Background: an optimization exercise with open tools, aiming at small area, a short achievable clock period and few clock cycles. Do not read the settings as production practice. Function was checked by simulation only, so behaviour that the tests miss may differ from the original. Power is estimated from default activity; no workload was simulated.

Design ia_cpu, start of the top module:
module ia_cpu (
    input  wire       clk,
    input  wire       rst,           
    input  wire       load_we,       
    input  wire [7:0] load_addr,     
    input  wire [7:0] load_data,
    output wire [7:0] mem_rdata,     
    input  wire       start,         
    output wire       halted,
    output wire       fault,
    output wire [7:0] acc,
    output wire [7:0] pc,
    output wire [3:0] status,        
    output wire       out_valid,
    output wire [7:0] out_data,
    input  wire       out_ready,
    input  wire       in_valid,
    input  wire [7:0] in_data,
    output wire       in_ready
);
==> flow/config.mk <==
export PLATFORM = sky130hd
export DESIGN_NAME = ia_cpu
export DESIGN_NICKNAME = ia_cpu
export VERILOG_FILES = /design/flow/design.v
export SDC_FILE = /design/flow/constraint.sdc
export NUM_CORES = 4
export LEC_CHECK = 0
export CAP_MARGIN = 20
export CORE_MARGIN = 2
export CORE_UTILIZATION = 65
export PLACE_DENSITY = 0.72
export SETUP_SLACK_MARGIN = 2.0
export SLEW_MARGIN = 20
export SYNTH_HIERARCHICAL = 1
export TNS_END_PERCENT = 5
==> flow/constraint.sdc <==
create_clock -name core_clock -period 8.0 [get_ports {clk}]
set_input_delay 1.6000 -clock core_clock [delete_from_list [all_inputs] [get_ports {clk}]]
set_output_delay 1.6000 -clock core_clock [all_outputs]
set_load 0.01 [all_outputs]
standard.sh (not shown) runs the stock make flow with config.mk's settings and CLKGATE_MAP_FILE= SYNTH_SCRIPT=/design/flow/synth_recipe.tcl, a recipe that flattens the netlist after the stock synthesis.
==> flow/flow/run.sh <==
#!/bin/bash
# The standard layout, with the port buffers made from sky130 buf_4 cells
# (which timing repair may then resize) instead of the flow's default pick.
set -euo pipefail
export BUFFER_PORTS_ARGS="-buffer_cell sky130_fd_sc_hd__buf_4"
bash standard.sh synth > synth.log 2>&1
bash standard.sh floorplan > floorplan.log 2>&1
bash standard.sh place > place.log 2>&1
bash standard.sh cts > cts.log 2>&1
bash standard.sh finish > finish.log 2>&1
Testbench counts at the start, summed over its fixed seeds: cycles 42,656.
Change:
--- a/flow/design.v
+++ b/flow/design.v
@@ -1,39 +1,35 @@
 module ia_alu (
     input  wire [2:0] op,
     input  wire [7:0] a,       
     input  wire [7:0] x,       
     output reg  [7:0] r,
-    output reg        c,
-    output reg        v,
+    output wire       c,
+    output wire       v,
     output reg        z,
     output wire       n
 );
-    wire [8:0] sa  = {1'b0, a} + {1'b0, x};
-    wire [8:0] ss  = {1'b0, a} + {1'b0, ~x} + 9'd1;
+    wire       sub = op[0];
+    wire [7:0] y   = sub ? ~x : x;
+    wire [8:0] s   = {1'b0, a} + {1'b0, y} + {8'd0, sub};
     wire       x0  = (x == 8'h00);
     wire       x80 = (x == 8'h80);
-    wire       c_add = sa[8];
-    wire       v_add = (a[7] == x[7]) && (sa[7] != a[7]);
-    wire       c_sub = ss[8] & ~x0;
-    wire       v_sub = x80 ? a[7] : ((a[7] != x[7]) && (ss[7] != a[7]));
+    assign c = s[8] & ~(sub & x0);
+    assign v = (sub & x80) ? a[7] : ((a[7] == y[7]) && (s[7] != a[7]));
     wire [7:0] ax   = a ^ x;
     wire [7:0] aox  = a | x;
-    wire [7:0] aax  = a & x;
     wire       zadd = ~ax[0] && (ax[7:1] == aox[6:0]);
     always @(*) begin
-        c = c_add;
-        v = v_add;
         case (op)
-            3'd0: begin r = sa[7:0]; z = zadd;              c = c_add; v = v_add; end
-            3'd1: begin r = ss[7:0]; z = (ax == 8'h00);     c = c_sub; v = v_sub; end
-            3'd2: begin r = aax;     z = (aax == 8'h00); end
-            3'd3: begin r = aox;     z = (aox == 8'h00); end
-            3'd4: begin r = ax;      z = (ax == 8'h00); end
-            default: begin r = ~a;   z = (a == 8'hff); end
+            3'd0: begin r = s[7:0]; z = zadd; end
+            3'd1: begin r = s[7:0]; z = (a == x); end
+            3'd2: begin r = a & x;  z = ((a & x) == 8'h00); end
+            3'd3: begin r = a | x;  z = (aox == 8'h00); end
+            3'd4: begin r = a ^ x;  z = (ax == 8'h00); end
+            default: begin r = ~a;  z = (a == 8'hff); end
         endcase
     end
     assign n = r[7];
 endmodule
 module ia_mem (
     input  wire       clk,
     input  wire       we,
@@ -187,24 +183,18 @@
                    (t[1:0] > 2'd2) ? i1 : i0,        
                    (t[1:0] > 2'd1) ? i1 : i0,        
                    (t[1:0] > 2'd0) ? i1 : i0};       
         end
     endfunction
     wire [7:0]  t_m   = jump ? x : seq;
     wire [7:0]  t_b   = (ci && pfj) ? ir[7:0] : seq;
-    wire [7:0]  t_f2  = t_b + 8'd2;
-    wire [7:0]  t_f4  = t_b + 8'd4;
-    wire [1:0]  t_f1  = ib_ok ? t_f4[1:0] : t_f2[1:0];
-    wire [1:0]  t_i1  = n_pfj ? na[1:0] : t_f1;
-    wire [23:0] win_x = win(x);
-    wire [23:0] win_s = win(seq);
-    wire [23:0] win_f = ib_ok ? win(t_f4) : win(t_f2);
-    wire [23:0] win_n = win(na);
-    wire [23:0] win_m = jump ? win_x : win_s;
-    wire [23:0] win_i = n_pfj ? win_n : win_f;
+    wire [7:0]  t_f   = ib_ok ? t_b + 8'd4 : t_b + 8'd2;
+    wire [7:0]  t_i   = n_pfj ? na : t_f;
+    wire [23:0] win_m = win(t_m);
+    wire [23:0] win_i = win(t_i);
     wire [7:0] oa = cm ? opnd : ob;
     wire cpu_we = running && !hold && !stall && done && is_write;
     always @(posedge clk) begin
         if (rst) begin
             run     <= S_IDLE;
             fault_r <= 1'b0;
             cyc     <= C_M;
@@ -262,15 +252,15 @@
                         pc_r  <= t_m;
                         wsel  <= t_m[1:0];
                         {ra3, ra2, ra1, ra0} <= win_m;
                     end else begin
                         cyc   <= C_I;
                         pc_r  <= t_m;
                         pfj   <= n_pfj;
-                        wsel  <= t_i1;
+                        wsel  <= t_i[1:0];
                         osel  <= na[1:0];
                         ra0 <= (n_useop && na[1:0] == 2'd0) ? na[7:2] : win_i[5:0];
                         ra1 <= (n_useop && na[1:0] == 2'd1) ? na[7:2] : win_i[11:6];
                         ra2 <= (n_useop && na[1:0] == 2'd2) ? na[7:2] : win_i[17:12];
                         ra3 <= (n_useop && na[1:0] == 2'd3) ? na[7:2] : win_i[23:18];
                     end
                 end
After rerunning:
- setup slack gains 0.031 ns
- total power decreases by 8.2%
- wire length goes down by 7.1%
- cell count fell by 4.3%
- combinational power went down by 16%
- area after synthesis fell by 1.5%
- core utilization fell by 0.86 points
- die area goes down by 1.5%
- register-to-register slack degrades by 0.03 ns
- global-route usage decreases by 2.0 points
Testbench counts after the change, summed over its fixed seeds: cycles 42,656.

## port drivers added, routing unchanged
In the flow no input, the clock included, has a driving cell. The finished layouts below were timed again as built, in two steps.
Step 1: set_driving_cell puts a clkbuf_16 on clk and a buf_2 on each other input, an assumption about the parent block.
Step 2 moves the port delays by t, midway between the first and last clock arrival at a register: inputs arrive t later, outputs are due t later. That takes back most of the time a late clock gives input paths.
Slacks: ideal / step 1 / step 2; pairs: ideal / step 1.
| run | shift t [ns] | slack for setup (ns) | hold slack, ns | clock arrival spread, ns | worst register clock-pin slew, ns |
|---|---|---|---|---|---|
| the first run | 0.918 | 1.130 / 1.025 / 0.343 | 0.499 / 0.499 / 0.499 | 0.070 / 0.069 | 0.07 / 0.07 |
| the second run | 0.922 | 1.161 / 1.106 / 0.337 | 0.508 / 0.508 / 0.508 | 0.059 / 0.059 | 0.07 / 0.07 |
After both steps every run listed still meets setup and hold. The setup slack of the second run, which loses most, moves by -0.055 ns with the drivers and by -0.824 ns with both steps.
